This design comes from an exercise in tuning for small area on the open sky130 flow, not from production work.
The RTL was checked by simulation tests, not by an equivalence proof against the original design.
Power and IR drop assume default switching activity.

### design/flow/design.v
module bsrw (
    input             clk,
    input             rst,
    input             host_we,
    input      [2:0]  host_addr,
    input      [31:0] host_wdata,
    output            busy,
    output     [31:0] res0,
    output     [31:0] status,
    output            mem_req,
    output            mem_we,
    output     [9:0]  mem_addr,
    output     [7:0]  mem_wdata,
    input      [7:0]  mem_rdata,
    input             mem_ready,
    output            out_valid,
    output     [7:0]  out_data,
    input             out_ready
);
    localparam N_CTX    = 8;
    localparam MEM_SIZE = 1024;
    localparam LEN_MAX  = 32'h0FFF_FFFF;
    localparam POS_MAX  = 14'h3FFF;
    localparam OP_CREATE = 4'h1, OP_DESTROY = 4'h2, OP_AT_END = 4'h3,
               OP_RD1    = 4'h4, OP_RDBITS  = 4'h5, OP_RDFIELD = 4'h6,
               OP_RDBA   = 4'h7, OP_REMBYT  = 4'h8, OP_REMBIT  = 4'h9,
               OP_WRBITS = 4'hA, OP_WRFIELD = 4'hB, OP_WRBA    = 4'hC,
               OP_DUMP   = 4'hD;
    localparam F_ILLEGAL = 4'd1, F_INVALID = 4'd2, F_ALLOC = 4'd3,
               F_LENGTH  = 4'd4, F_FIELD   = 4'd5, F_ADDR  = 4'd6,
               F_POSOVF  = 4'd7, F_OVERRUN = 4'd8;
    localparam RS_OK = 2'd0, RS_TRUNC = 2'd1, RS_PAST = 2'd2;
    localparam S_IDLE    = 5'd0,
               S_DEC     = 5'd1,
               S_DONE    = 5'd2,
               S_CR_Z    = 5'd3,
               S_RBIT    = 5'd4,
               S_RF_NEXT = 5'd5,
               S_RF_WR   = 5'd6,
               S_RBA_RD  = 5'd7,
               S_RBA_WR  = 5'd8,
               S_WB_START= 5'd9,
               S_WB_BIT  = 5'd10,
               S_WB_WR   = 5'd11,
               S_WB_ZERO = 5'd12,
               S_WF_NEXT = 5'd13,
               S_BW_NEXT = 5'd14,
               S_AC_WR   = 5'd15,
               S_AC_ZERO = 5'd16,
               S_SP_RD   = 5'd17,
               S_SP_WR1  = 5'd18,
               S_SP_WR2  = 5'd19,
               S_DH_HDR  = 5'd20,
               S_DH_ROW  = 5'd21,
               S_DH_FETCH= 5'd22,
               S_DH_HEX  = 5'd23,
               S_DH_BAR  = 5'd24,
               S_DH_ASC  = 5'd25,
               S_DH_SP   = 5'd26,
               S_DH_LF   = 5'd27;
    reg [31:0] arg0, arg1, arg2;
    reg [31:0] cmdw;
    reg [31:0] res0_r;
    reg        err_r;
    reg [3:0]  fcode_r;
    reg [1:0]  rstat_r;
    reg        ctx_valid [0:N_CTX-1];
    reg [10:0] ctx_base  [0:N_CTX-1];
    reg [10:0] ctx_len   [0:N_CTX-1];
    reg [13:0] ctx_pos   [0:N_CTX-1];
    reg [3:0]  ctx_brib  [0:N_CTX-1];
    reg [4:0]  state;
    reg [2:0]  cur;         
    reg [10:0] w_base;
    reg [10:0] w_len;
    reg [13:0] w_pos;
    reg [3:0]  w_brib;
    reg [31:0] pend_res;    
    reg [1:0]  pend_rstat;
    reg        res_acc;     
    reg        wb_ctx;      
    reg [3:0]  cnt;         
    reg [7:0]  acc;         
    reg [31:0] rem;         
    reg [3:0]  chunk;       
    reg        ge8;         
    reg        tail;        
    reg [10:0] ptr;         
    reg [10:0] nbytes;      
    reg [7:0]  xbyte;       
    reg [7:0]  ybyte;       
    reg [7:0]  wval;        
    reg [4:0]  wret;        
    reg        aligned;     
    reg [10:0] dsize;       
    reg [3:0]  hidx;        
    reg [4:0]  nrow;        
    reg [3:0]  col;         
    reg [1:0]  sub;         
    reg [7:0]  rowbuf [0:15];
    assign busy   = (state != S_IDLE);
    assign res0   = res0_r;
    assign status = {22'd0, rstat_r, fcode_r, 3'd0, err_r};
    wire [3:0] opc  = cmdw[3:0];
    wire [3:0] cid  = cmdw[7:4];
    wire [3:0] wf   = cmdw[11:8];
    wire       sf   = cmdw[12];
    wire       zf   = cmdw[13];
    wire [7:0] valf = cmdw[23:16];
    wire       w_ok = (wf >= 4'd1) && (wf <= 4'd8);
    reg illegal;
    always @(*) begin
        illegal = (cmdw[15:14] != 2'b00) || (cmdw[31:24] != 8'd0);
        case (opc)
            OP_CREATE:  illegal = illegal || (cid != 0) || (wf != 0) || sf || (valf != 0);
            OP_DESTROY, OP_AT_END, OP_RDBA, OP_REMBYT, OP_REMBIT:
                        illegal = illegal || (wf != 0) || sf || zf || (valf != 0);
            OP_RD1, OP_RDFIELD, OP_WRFIELD, OP_WRBA:
                        illegal = illegal || (wf != 0) || zf || (valf != 0);
            OP_RDBITS:  illegal = illegal || !w_ok || zf || (valf != 0);
            OP_WRBITS:  illegal = illegal || !w_ok || zf;
            OP_DUMP:    illegal = illegal || (cid != 0) || (wf != 0) || sf || zf || (valf != 0);
            default:    illegal = 1'b1;
        endcase
    end
    wire [2:0]  ci     = cid[2:0];
    wire        uses_ctx = (opc != OP_CREATE) && (opc != OP_DUMP);
    wire        invalid  = uses_ctx && (cid[3] || !ctx_valid[ci]);
    wire [10:0] c_base = ctx_base[ci];
    wire [10:0] c_len  = ctx_len[ci];
    wire [13:0] c_pos  = ctx_pos[ci];
    wire [3:0]  c_brib = ctx_brib[ci];
    wire        c_at_end = ({3'd0, c_len} <= c_pos);
    wire [15:0] c_len_m_pos = {5'd0, c_len} - {2'd0, c_pos};
    wire [31:0] rembits = c_at_end ? 32'd0
                        : ({16'd0, (c_len_m_pos - 16'd1)} << 3) + {28'd0, c_brib};
    function in_range;
        input [31:0] a;
        input [34:0] n;
        begin
            in_range = ({3'd0, a} + n) <= MEM_SIZE;
        end
    endfunction
    function [29:0] ceil8;
        input [31:0] x;
        reg [32:0] t;
        begin
            t = {1'b0, x} + 33'd7;
            ceil8 = t[32:3];
        end
    endfunction
    reg [31:0] nbits;
    always @(*) begin
        case (opc)
            OP_RD1:    nbits = 32'd1;
            OP_RDBITS: nbits = {28'd0, wf};
            default:   nbits = arg0;
        endcase
    end
    wire [33:0] adv_t   = {2'd0, nbits} + {30'd0, (4'd8 - c_brib)};
    wire [31:0] adv_pos = {18'd0, c_pos} + {1'b0, adv_t[33:3]};
    wire        pos_ovf = adv_pos > {18'd0, POS_MAX};
    wire [29:0] fcount = (arg0 >= 32'd8) ? ceil8(arg0) : 30'd1;
    wire signed [31:0] maxl     = arg0;
    wire signed [31:0] rem_bytes_s = $signed({21'd0, c_len}) - $signed({18'd0, c_pos});
    wire signed [31:0] rba_min  = (maxl < rem_bytes_s) ? maxl : rem_bytes_s;
    wire [31:0]        rba_n    = (rba_min < 0) ? 32'd0 : rba_min;
    wire [31:0]        rba_req  = (maxl < 0) ? 32'd0 : maxl;
    wire [11:0] dump_sz15 = {1'b0, arg1[10:0]} + 12'd15;
    wire [7:0]  dump_rows = dump_sz15[11:4];
    reg        any_free;
    reg [2:0]  free_idx;
    integer    k;
    always @(*) begin
        any_free = 1'b0;
        free_idx = 3'd0;
        for (k = N_CTX - 1; k >= 0; k = k - 1) begin
            if (!ctx_valid[k]) begin
                any_free = 1'b1;
                free_idx = k[2:0];
            end
        end
    end
    function [1:0] classify;
        input [34:0] req;
        input [31:0] rb;
        begin
            if (req <= {3'd0, rb})
                classify = RS_OK;
            else if (rb == 32'd0)
                classify = RS_PAST;
            else
                classify = RS_TRUNC;
        end
    endfunction
    reg [3:0] fault;
    always @(*) begin
        fault = 4'd0;
        if (illegal)
            fault = F_ILLEGAL;
        else if (invalid)
            fault = F_INVALID;
        else begin
            case (opc)
                OP_CREATE: begin
                    if (!any_free)                          fault = F_ALLOC;
                    else if (arg1 > LEN_MAX)                fault = F_LENGTH;
                    else if (!in_range(arg0, {3'd0, arg1})) fault = F_ADDR;
                end
                OP_RD1, OP_RDBITS: begin
                    if (pos_ovf)                            fault = F_POSOVF;
                    else if (sf && (nbits > rembits))       fault = F_OVERRUN;
                end
                OP_RDFIELD: begin
                    if (!in_range(arg1, {5'd0, fcount}))    fault = F_ADDR;
                    else if (pos_ovf)                       fault = F_POSOVF;
                    else if (sf && (arg0 > rembits))        fault = F_OVERRUN;
                end
                OP_RDBA: begin
                    if (!in_range(arg1, {3'd0, rba_n}))     fault = F_ADDR;
                end
                OP_WRBITS: begin
                    if (sf && ({28'd0, wf} > rembits))      fault = F_OVERRUN;
                end
                OP_WRFIELD: begin
                    if (arg1 != {2'd0, ceil8(arg2)})        fault = F_FIELD;
                    else if (!in_range(arg0, {3'd0, arg1})) fault = F_ADDR;
                    else if (sf && (arg2 > rembits))        fault = F_OVERRUN;
                end
                OP_WRBA: begin
                    if (!in_range(arg0, {3'd0, arg1}))      fault = F_ADDR;
                    else if (sf && ({arg1, 3'd0} > {3'd0, rembits})) fault = F_OVERRUN;
                end
                OP_DUMP: begin
                    if (!in_range(arg0, {3'd0, arg1}))      fault = F_ADDR;
                end
                default: ;
            endcase
        end
    end
    wire        w_in_buf   = (w_pos < {3'd0, w_len});
    wire [13:0] w_pos_inc  = w_pos + 14'd1;
    wire        w_next_in  = (w_pos_inc < {3'd0, w_len});
    wire [9:0]  w_addr     = w_base[9:0] + w_pos[9:0];
    wire [3:0]  nb         = w_brib - 4'd1;    
    wire [3:0]  cnt_m1     = cnt - 4'd1;
    wire        wbit       = wval[cnt_m1[2:0]];
    function [7:0] hexdigit;
        input [3:0] d;
        begin
            hexdigit = (d < 4'd10) ? (8'h30 + {4'd0, d}) : (8'h37 + {4'd0, d});
        end
    endfunction
    function [7:0] hdr_char;
        input [3:0] i;
        begin
            case (i)
                4'd0: hdr_char = "H";
                4'd1: hdr_char = "E";
                4'd2: hdr_char = "X";
                4'd3: hdr_char = "D";
                4'd4: hdr_char = "U";
                4'd5: hdr_char = "M";
                4'd6: hdr_char = "P";
                default: hdr_char = 8'h0A;
            endcase
        end
    endfunction
    localparam HDR_LAST = 4'd7;
    wire [7:0] cellb = rowbuf[col];
    wire       col_used = ({1'b0, col} < nrow);
    reg [7:0] dump_char;
    always @(*) begin
        case (state)
            S_DH_HDR: dump_char = hdr_char(hidx);
            S_DH_HEX: begin
                if (!col_used || sub >= 2'd2)
                    dump_char = 8'h20;
                else if (sub == 2'd0)
                    dump_char = hexdigit(cellb[7:4]);
                else
                    dump_char = hexdigit(cellb[3:0]);
            end
            S_DH_BAR: dump_char = (sub == 2'd0) ? 8'h7C : 8'h20;
            S_DH_ASC: dump_char = (cellb >= 8'h20 && cellb <= 8'h7E) ? cellb : 8'h2E;
            S_DH_SP:  dump_char = 8'h20;
            default:  dump_char = 8'h0A;
        endcase
    end
    assign out_valid = (state >= S_DH_HDR) && (state != S_DH_ROW) && (state != S_DH_FETCH);
    assign out_data  = dump_char;
    reg        m_req, m_we;
    reg [9:0]  m_addr;
    reg [7:0]  m_wdata;
    always @(*) begin
        m_req   = 1'b0;
        m_we    = 1'b0;
        m_addr  = w_addr;
        m_wdata = 8'd0;
        case (state)
            S_CR_Z:    begin m_req = 1'b1; m_we = 1'b1; m_addr = w_base[9:0]; end
            S_RBIT:    begin m_req = w_in_buf; end
            S_RF_WR:   begin m_req = 1'b1; m_we = 1'b1; m_addr = ptr[9:0];
                             m_wdata = tail ? (acc << (4'd8 - chunk)) : acc; end
            S_RBA_RD:  begin m_req = 1'b1; end
            S_RBA_WR:  begin m_req = 1'b1; m_we = 1'b1; m_addr = ptr[9:0]; m_wdata = xbyte; end
            S_WB_BIT:  begin m_req = w_in_buf; end
            S_WB_WR:   begin m_req = 1'b1; m_we = 1'b1; m_wdata = ybyte; end
            S_WB_ZERO: begin m_req = 1'b1; m_we = 1'b1; end
            S_WF_NEXT: begin m_req = 1'b1; m_addr = ptr[9:0]; end
            S_BW_NEXT: begin m_req = w_in_buf; m_addr = ptr[9:0]; end
            S_AC_WR:   begin m_req = 1'b1; m_we = 1'b1; m_wdata = xbyte; end
            S_AC_ZERO: begin m_req = 1'b1; m_we = 1'b1; end
            S_SP_RD:   begin m_req = 1'b1; end
            S_SP_WR1:  begin m_req = 1'b1; m_we = 1'b1; m_wdata = ybyte; end
            S_SP_WR2:  begin m_req = 1'b1; m_we = 1'b1; m_wdata = xbyte << w_brib; end
            S_DH_FETCH:begin m_req = 1'b1; m_addr = ptr[9:0]; end
            default: ;
        endcase
    end
    assign mem_req   = m_req;
    assign mem_we    = m_we;
    assign mem_addr  = m_addr;
    assign mem_wdata = m_wdata;
    integer i;
    always @(posedge clk) begin
        if (rst) begin
            state   <= S_IDLE;
            arg0    <= 32'd0;
            arg1    <= 32'd0;
            arg2    <= 32'd0;
            cmdw    <= 32'd0;
            res0_r  <= 32'd0;
            err_r   <= 1'b0;
            fcode_r <= 4'd0;
            rstat_r <= 2'd0;
            for (i = 0; i < N_CTX; i = i + 1)
                ctx_valid[i] <= 1'b0;
        end else begin
            case (state)
            S_IDLE: begin
                if (host_we) begin
                    case (host_addr)
                        3'd0: begin cmdw <= host_wdata; state <= S_DEC; end
                        3'd1: arg0 <= host_wdata;
                        3'd2: arg1 <= host_wdata;
                        3'd3: arg2 <= host_wdata;
                        default: ;
                    endcase
                end
            end
            S_DEC: begin
                cur        <= ci;
                w_base     <= c_base;
                w_len      <= c_len;
                w_pos      <= c_pos;
                w_brib     <= c_brib;
                res_acc    <= 1'b0;
                wb_ctx     <= 1'b0;
                pend_res   <= 32'd0;
                pend_rstat <= RS_OK;
                if (fault != 4'd0) begin
                    res0_r  <= 32'd0;
                    fcode_r <= fault;
                    rstat_r <= RS_OK;
                    err_r   <= 1'b1;
                    state   <= S_IDLE;
                end else begin
                    case (opc)
                    OP_CREATE: begin
                        ctx_valid[free_idx] <= 1'b1;
                        ctx_base[free_idx]  <= arg0[10:0];
                        ctx_len[free_idx]   <= arg1[10:0];
                        ctx_pos[free_idx]   <= 14'd0;
                        ctx_brib[free_idx]  <= 4'd8;
                        w_base   <= arg0[10:0];
                        pend_res <= {29'd0, free_idx};
                        if (zf && arg1 != 32'd0)
                            state <= S_CR_Z;
                        else
                            state <= S_DONE;
                    end
                    OP_DESTROY: begin
                        ctx_valid[ci] <= 1'b0;
                        state <= S_DONE;
                    end
                    OP_AT_END: begin
                        pend_res <= {31'd0, c_at_end};
                        state <= S_DONE;
                    end
                    OP_REMBYT: begin
                        pend_res <= rem_bytes_s;
                        state <= S_DONE;
                    end
                    OP_REMBIT: begin
                        pend_res <= rembits;
                        state <= S_DONE;
                    end
                    OP_RD1, OP_RDBITS: begin
                        wb_ctx     <= 1'b1;
                        res_acc    <= 1'b1;
                        pend_rstat <= classify({3'd0, nbits}, rembits);
                        acc        <= 8'd0;
                        cnt        <= nbits[3:0];
                        state      <= S_RBIT;
                    end
                    OP_RDFIELD: begin
                        wb_ctx     <= 1'b1;
                        pend_res   <= {2'd0, fcount};
                        pend_rstat <= classify({3'd0, arg0}, rembits);
                        rem        <= arg0;
                        ge8        <= (arg0 >= 32'd8);
                        ptr        <= arg1[10:0];
                        state      <= S_RF_NEXT;
                    end
                    OP_RDBA: begin
                        wb_ctx     <= 1'b1;
                        pend_res   <= rba_n;
                        pend_rstat <= (rba_n == rba_req) ? RS_OK :
                                      (rba_n == 32'd0)   ? RS_PAST : RS_TRUNC;
                        nbytes     <= rba_n[10:0];
                        ptr        <= arg1[10:0];
                        state      <= (rba_n == 32'd0) ? S_DONE : S_RBA_RD;
                    end
                    OP_WRBITS: begin
                        wb_ctx     <= 1'b1;
                        pend_rstat <= classify({31'd0, wf}, rembits);
                        wval       <= valf;
                        cnt        <= wf;
                        wret       <= S_DONE;
                        state      <= S_WB_START;
                    end
                    OP_WRFIELD: begin
                        wb_ctx     <= 1'b1;
                        pend_rstat <= classify({3'd0, arg2}, rembits);
                        ptr        <= arg0[10:0];
                        nbytes     <= arg1[10:0];
                        rem        <= arg2;
                        aligned    <= 1'b1;
                        if (arg1 == 32'd0)
                            state <= S_DONE;
                        else if (c_brib == 4'd8 && arg2[2:0] == 3'd0)
                            state <= S_BW_NEXT;
                        else
                            state <= S_WF_NEXT;
                    end
                    OP_WRBA: begin
                        wb_ctx     <= 1'b1;
                        pend_rstat <= classify({arg1, 3'd0}, rembits);
                        ptr        <= arg0[10:0];
                        nbytes     <= arg1[10:0];
                        aligned    <= (c_brib == 4'd8);
                        state      <= (arg1 == 32'd0) ? S_DONE : S_BW_NEXT;
                    end
                    OP_DUMP: begin
                        pend_res <= {24'd0, dump_rows};
                        ptr      <= arg0[10:0];
                        dsize    <= arg1[10:0];
                        hidx     <= 4'd0;
                        state    <= S_DH_HDR;
                    end
                    default: state <= S_DONE;
                    endcase
                end
            end
            S_CR_Z: if (mem_ready) state <= S_DONE;
            S_RBIT: begin
                if (!w_in_buf || mem_ready) begin
                    acc <= {acc[6:0], (w_in_buf ? mem_rdata[nb[2:0]] : 1'b0)};
                    if (nb == 4'd0) begin
                        w_pos  <= w_pos_inc;
                        w_brib <= 4'd8;
                    end else begin
                        w_brib <= nb;
                    end
                    cnt <= cnt - 4'd1;
                    if (cnt == 4'd1)
                        state <= res_acc ? S_DONE : S_RF_WR;
                end
            end
            S_RF_NEXT: begin
                acc <= 8'd0;
                if (ge8) begin
                    if (rem == 32'd0) begin
                        state <= S_DONE;
                    end else begin
                        chunk <= (rem >= 32'd8) ? 4'd8 : {1'b0, rem[2:0]};
                        cnt   <= (rem >= 32'd8) ? 4'd8 : {1'b0, rem[2:0]};
                        tail  <= (rem < 32'd8);
                        state <= S_RBIT;
                    end
                end else begin
                    chunk <= {1'b0, rem[2:0]};
                    cnt   <= {1'b0, rem[2:0]};
                    tail  <= 1'b0;
                    state <= (rem[2:0] == 3'd0) ? S_RF_WR : S_RBIT;
                end
            end
            S_RF_WR: begin
                if (mem_ready) begin
                    ptr <= ptr + 11'd1;
                    rem <= rem - {28'd0, chunk};
                    state <= ge8 ? S_RF_NEXT : S_DONE;
                end
            end
            S_RBA_RD: begin
                if (mem_ready) begin
                    xbyte <= mem_rdata;
                    state <= S_RBA_WR;
                end
            end
            S_RBA_WR: begin
                if (mem_ready) begin
                    ptr    <= ptr + 11'd1;
                    w_pos  <= w_pos_inc;
                    nbytes <= nbytes - 11'd1;
                    state  <= (nbytes == 11'd1) ? S_DONE : S_RBA_RD;
                end
            end
            S_WB_START: begin
                state <= w_in_buf ? S_WB_BIT : wret;
            end
            S_WB_BIT: begin
                if (w_in_buf) begin
                    if (mem_ready) begin
                        ybyte <= mem_rdata | ({7'd0, wbit} << nb[2:0]);
                        state <= S_WB_WR;
                    end
                end else begin
                    cnt <= cnt - 4'd1;
                    if (nb == 4'd0) begin
                        w_pos  <= w_pos_inc;
                        w_brib <= 4'd8;
                    end else begin
                        w_brib <= nb;
                    end
                    if (cnt == 4'd1)
                        state <= wret;
                end
            end
            S_WB_WR: begin
                if (mem_ready) begin
                    cnt <= cnt - 4'd1;
                    if (nb == 4'd0) begin
                        w_pos  <= w_pos_inc;
                        w_brib <= 4'd8;
                        if (w_next_in)
                            state <= S_WB_ZERO;
                        else
                            state <= (cnt == 4'd1) ? wret : S_WB_BIT;
                    end else begin
                        w_brib <= nb;
                        state  <= (cnt == 4'd1) ? wret : S_WB_BIT;
                    end
                end
            end
            S_WB_ZERO: begin
                if (mem_ready)
                    state <= (cnt == 4'd0) ? wret : S_WB_BIT;
            end
            S_WF_NEXT: begin
                if (mem_ready) begin
                    ptr    <= ptr + 11'd1;
                    nbytes <= nbytes - 11'd1;
                    if (rem < 32'd8) begin
                        wval <= mem_rdata >> (4'd8 - rem[3:0]);
                        cnt  <= rem[3:0];
                    end else begin
                        wval <= mem_rdata;
                        cnt  <= 4'd8;
                        rem  <= rem - 32'd8;
                    end
                    wret  <= (nbytes == 11'd1) ? S_DONE : S_WF_NEXT;
                    state <= S_WB_START;
                end
            end
            S_BW_NEXT: begin
                if (!w_in_buf) begin
                    state <= S_DONE;
                end else if (mem_ready) begin
                    xbyte <= mem_rdata;
                    ptr   <= ptr + 11'd1;
                    state <= aligned ? S_AC_WR : S_SP_RD;
                end
            end
            S_AC_WR: begin
                if (mem_ready) begin
                    w_pos  <= w_pos_inc;
                    nbytes <= nbytes - 11'd1;
                    if (w_next_in)
                        state <= S_AC_ZERO;
                    else
                        state <= (nbytes == 11'd1) ? S_DONE : S_BW_NEXT;
                end
            end
            S_AC_ZERO: begin
                if (mem_ready)
                    state <= (nbytes == 11'd0) ? S_DONE : S_BW_NEXT;
            end
            S_SP_RD: begin
                if (mem_ready) begin
                    ybyte <= mem_rdata | (xbyte >> (4'd8 - w_brib));
                    state <= S_SP_WR1;
                end
            end
            S_SP_WR1: begin
                if (mem_ready) begin
                    w_pos  <= w_pos_inc;
                    nbytes <= nbytes - 11'd1;
                    if (w_next_in)
                        state <= S_SP_WR2;
                    else
                        state <= (nbytes == 11'd1) ? S_DONE : S_BW_NEXT;
                end
            end
            S_SP_WR2: begin
                if (mem_ready)
                    state <= (nbytes == 11'd0) ? S_DONE : S_BW_NEXT;
            end
            S_DH_HDR: begin
                if (out_ready) begin
                    hidx <= hidx + 4'd1;
                    if (hidx == HDR_LAST)
                        state <= S_DH_ROW;
                end
            end
            S_DH_ROW: begin
                if (dsize == 11'd0) begin
                    state <= S_DONE;
                end else begin
                    nrow  <= (dsize >= 11'd16) ? 5'd16 : dsize[4:0];
                    col   <= 4'd0;
                    state <= S_DH_FETCH;
                end
            end
            S_DH_FETCH: begin
                if (mem_ready) begin
                    rowbuf[col] <= mem_rdata;
                    ptr <= ptr + 11'd1;
                    col <= col + 4'd1;
                    if ({1'b0, col} == nrow - 5'd1) begin
                        col   <= 4'd0;
                        sub   <= 2'd0;
                        state <= S_DH_HEX;
                    end
                end
            end
            S_DH_HEX: begin
                if (out_ready) begin
                    if (sub == 2'd3 || (sub == 2'd2 && col != 4'd7)) begin
                        sub <= 2'd0;
                        col <= col + 4'd1;
                        if (col == 4'd15)
                            state <= S_DH_BAR;
                    end else begin
                        sub <= sub + 2'd1;
                    end
                end
            end
            S_DH_BAR: begin
                if (out_ready) begin
                    sub <= sub + 2'd1;
                    if (sub == 2'd2) begin
                        col   <= 4'd0;
                        state <= S_DH_ASC;
                    end
                end
            end
            S_DH_ASC: begin
                if (out_ready) begin
                    col <= col + 4'd1;
                    if ({1'b0, col} == nrow - 5'd1)
                        state <= S_DH_SP;
                end
            end
            S_DH_SP: if (out_ready) state <= S_DH_LF;
            S_DH_LF: begin
                if (out_ready) begin
                    dsize <= dsize - {6'd0, nrow};
                    state <= S_DH_ROW;
                end
            end
            S_DONE: begin
                if (wb_ctx) begin
                    ctx_pos[cur]  <= w_pos;
                    ctx_brib[cur] <= w_brib;
                end
                res0_r  <= res_acc ? {24'd0, acc} : pend_res;
                fcode_r <= 4'd0;
                rstat_r <= pend_rstat;
                state   <= S_IDLE;
            end
            default: state <= S_IDLE;
            endcase
        end
    end
endmodule
### design/flow/run.sh
#!/bin/bash
# synth_recipe.tcl (not shown) runs the flow's synth.tcl, then flattens the netlist and writes it again
# the make line also repeats each setting of config.mk as NAME=value (left out here)
make -C /OpenROAD-flow-scripts/flow DESIGN_CONFIG=/design/flow/config.mk WORK_HOME=/design/flow/orfs CLKGATE_MAP_FILE= SYNTH_SCRIPT=/design/flow/synth_recipe.tcl finish
### design/flow/config.mk
export PLATFORM = sky130hd
export DESIGN_NAME = bsrw
export DESIGN_NICKNAME = bsrw
export VERILOG_FILES = /design/flow/design.v
export SDC_FILE = /design/flow/constraint.sdc
export NUM_CORES = 4
export LEC_CHECK = 0
export CAP_MARGIN = 20
export CORE_MARGIN = 2
export CORE_UTILIZATION = 40
export SLEW_MARGIN = 20
### design/flow/constraint.sdc
create_clock -name core_clock -period 20.0 [get_ports {clk}]
set_input_delay 4.0000 -clock core_clock [delete_from_list [all_inputs] [get_ports {clk}]]
set_output_delay 4.0000 -clock core_clock [all_outputs]
set_load 0.01 [all_outputs]
==> impl_metrics.yaml <==
outcome:
  status: "timing/DRC/antenna clean"
logic_synthesis:
  synth.area.top_cells: "edfxtp_1 36%, ha_1 7.0%, dfxtp_1 6.6%, mux4_2 5.5%, nand2_1 4.9%"
  synth.cell_area_um2: 54100
  seq_area_frac_synth_pct: 42.7
  ys.flop_type: "edfxtp_1"
  synth_area_leader_cell: "edfxtp_1"
  synth.top_cell.area_share_pct: 36.1
  synth_most_common_cell: "nand2_1"
  synth-simple-area-share_pct: 17.4
  synthAdderAreaFrac_pct: 7.34
  synth.avg_cell_area_um2: 9.92
  synth-seq-cells: 829
  synth_mux_area_share_pct: 8.52
  synth_cells: 5455
  synthTopCellsByCount: "704 x nand2_1, 650 x edfxtp_1, 437 x a21oi_1, 359 x nor2_1, 304 x ha_1"
  synthXorXnorAreaFrac_pct: 3.79
  synth_compound_area_share_pct: 16.7
  synth_cell_types: 106
  async_flop_share_pct: 0
  synth_top_family_by_area: "simple AND/OR/NAND/NOR gates"
  synth_edf_count: 650
  yosysWarnings: 1
routing:
  avgRoutedWirePerCell_um: 26.8
  wirelength_um: 198000
  drc: 0
  dr.pass1.iters: 10
  routed_via_density: 6.24
  via_count: 45999
  first_iter_violations: 5441
  ant_nets: 0
worst_setup_path:
  cp_slowest_cell: "nand3_2"
  critPathBufInv: 2
  crit_arrival_ns: 13.61
  worst-r2r-setup-slack_ns: 6.90
  worstPathRequired_ns: 20.51
  reg2reg_depth: 35
  crit_fanout: 41
  critPathTopFamily: "simple AND/OR/NAND/NOR gates"
  critPathCaptureType: "flip-flop"
  critPathKind: "reg2reg"
  start_kind: "flip-flop"
  slowest_delay_ns: 0.93
  r2r-end: "pend_res[4]"
sta:
  tightestPinTransition_ns: 1.10
  timing.final.ws_setup_ns: 6.90
  tns_ns: 0
  timing.final.crit_share_pct: 65.5
  period_minus_slack_ns: 13.10
  setup_viol: 0
  slew_viol_final: 0
  fin_worst_skew_ns: 0.0531
  finalHoldViolations: 0
  relSlewSlack_pct: 25.6
  fmax_mhz: 76.3
  rsz0062_at_grt: "false"
cts:
  cts_tree: "done"
  cts_setup_buffers: 0
  cts_made_buffers: 92
  htree_num_levels: 3
  cts_max_path_buffers: 3
  holdBufCountCts: 0
  cts_root_buf: "clkbuf_16"
  clock_latency_ns: 0.74
  cts.clk_slew.worst_paths_ns: 0.06
  cts_sinks: 829
  cts_resized: 0
final_layout:
  seq_area_um2: 23100
  final_cells: 7370
  drive_gt1_share_pct: 10.6
  multi_input_area_um2: 29300
  areaGrowthSynthToFinish_pct: 12.0
  design_area_um2: 60600
  num-fill-cells: 12668
  fin_nets: 5879
run:
  maxCapViolCount: 0
min_path:
  min_to: "cmdw[24]"
  hold_depth: 2
  hold_start: "cmdw[24]"
  hp-class: "reg2reg"
global_routing:
  grt_usage_pct: 28.0
  grt_pass1_wl_um: 289000
  grt_pass1_vias: 42877
  gr-total-overflow: 0
  grt_max_degree: 67
  antenna_found_initial: 7
floorplanning:
  row_count: 134
  start_util_pct: 40.4
  core_area_um2: 134000
  die_x_um: 372
  ios: 142
  die_h_um: 372
  dieArea_um2: 138000
power_and_ir_drop:
  peakVddDrop_v: 0.0000671
  p_leak_nw: 21.5
  powerDensity_nw_per_um2: 66.8
placed_design:
  placed_area_um2: 57500
  post-place-ws_ns: 6.80
  placed_cells: 7192
  gp_congestion: 1.02
  hpwlAfterDp_um: 144000
  portBuffers: 115
worst max path at each step:
stage	slack, ns	endpoint	cells past startpoint	startpoint
finish	6.90	pend_res[4]	35	flip-flop
global route	6.15	pend_res[1]	34	flip-flop
CTS	6.82	nbytes[2]	35	flip-flop
detailed placement	6.80	nbytes[6]	35	flip-flop
global placement	6.94	nbytes[5]	35	flip-flop
floorplan	7.17	rem[10]	43	flip-flop
sequential cells by signal (all words and copies together) (netlist names), 14 cells and up, named ones only:
signal	cells
ctx_len	88
ctx_base	80
arg1	32
w_pos	14
cmdw	32
res0_r	32
rem	32
arg0	32
arg2	32
ctx_pos	112
pend_res	32
ctx_brib	32
rowbuf	128
per-stage QoR:
step	utilization [%]	hold slack (ns)	power, mW
CTS	45.3	0.457	4.06
global route	45.3	0.473	4.17
global placement	43.0	0.443	2.34
finish	45.3	0.455	4.05
floorplan	-	0.436	2.17
detailed placement	43.0	0.446	2.35
routing by layer:
metal	GRT usage [%]	up-vias	part of all wire, %
met5	0	-	0.017
met4	15.5	4	6.5
met3	5.05	531	8.0
met2	42.1	2174	43
met1	38.2	22546	42
li1	-	20744	-
final cells by class:
class / instances / area share [%]
Sequential cell: 829 / 38.1
Antenna cell: 3 / 0.0124
Tap cell: 1768 / 3.65
Clock inverter: 60 / 1.02
Multi-Input combinational cell: 4178 / 48.4
Timing Repair Buffer: 263 / 3.76
Clock buffer: 114 / 4.04
Inverter: 155 / 0.960
logic make-up (layout without fill, tap and decap cells):
kind of cell,after synthesis,after routing
multiplexers,290,290
XOR/XNOR,232,232
AND/OR/NAND/NOR,1934,1934
AO/OA/AOI/OAI,1383,1383
adder cells (fa/ha/maj),313,313
buffers and inverters,473,592
other,1,29
flip-flops,829,829
layout by cell type, fill, tap and decap left out, types with 106 or more instances in the layout:
cell type | netlist | final
nand3_1 | 150 | 149
nor3_1 | 142 | 137
clkdlybuf4s50_1 | 0 | 114
o21ai_0 | 255 | 254
edfxtp_1 | 650 | 650
inv_1 | 148 | 148
mux4_2 | 131 | 131
dfxtp_1 | 179 | 175
nand2_1 | 704 | 704
a21oi_1 | 437 | 434
buf_4 | 30 | 148
nor2_1 | 359 | 344
xnor2_1 | 136 | 136
mux2i_1 | 106 | 106
ha_1 | 304 | 304
worst min-delay path: stages, from the launching register on:
cell and delay [ns]:
dfxtp_1 0.31, nand2_1 0.05, a21oi_1 0.05
power by group:
group	internal (mW)	switching [mW]
logic	0.138	0.279
clock network	0.953	0.770
registers	1.87	0.0365
total	2.96	1.09

==> afterwards: timing with drivers on the ports <==
Ports are ideal in the flow. The routed layout listed here was re-timed in OpenROAD.
Step 1 (the two cells are an assumption about what drives the block):
set clk [get_ports {clk}]
set_driving_cell -lib_cell sky130_fd_sc_hd__clkbuf_16 $clk
set_driving_cell -lib_cell sky130_fd_sc_hd__buf_2 [delete_from_list [all_inputs] $clk]
Step 2 times the ports against the registers' clock, not the clock port: input delays grow and output delays shrink by t, the midpoint of the rising clock arrivals with the driver on.
a / b / c = ideal ports / drivers / drivers and shift; a / b = the first two.
shift t [ns]: 0.798
slack for setup (ns): 6.896 / 6.896 / 6.896
worst setup path at the end: register to register
latest minus earliest clock arrival (ns): 0.053 / 0.053
worst slew at a driven data input, ns: 0.13
After both steps setup and hold are still met in this run. The setup slack of this run moves by 0.000 ns with the drivers and by 0.000 ns with both steps.
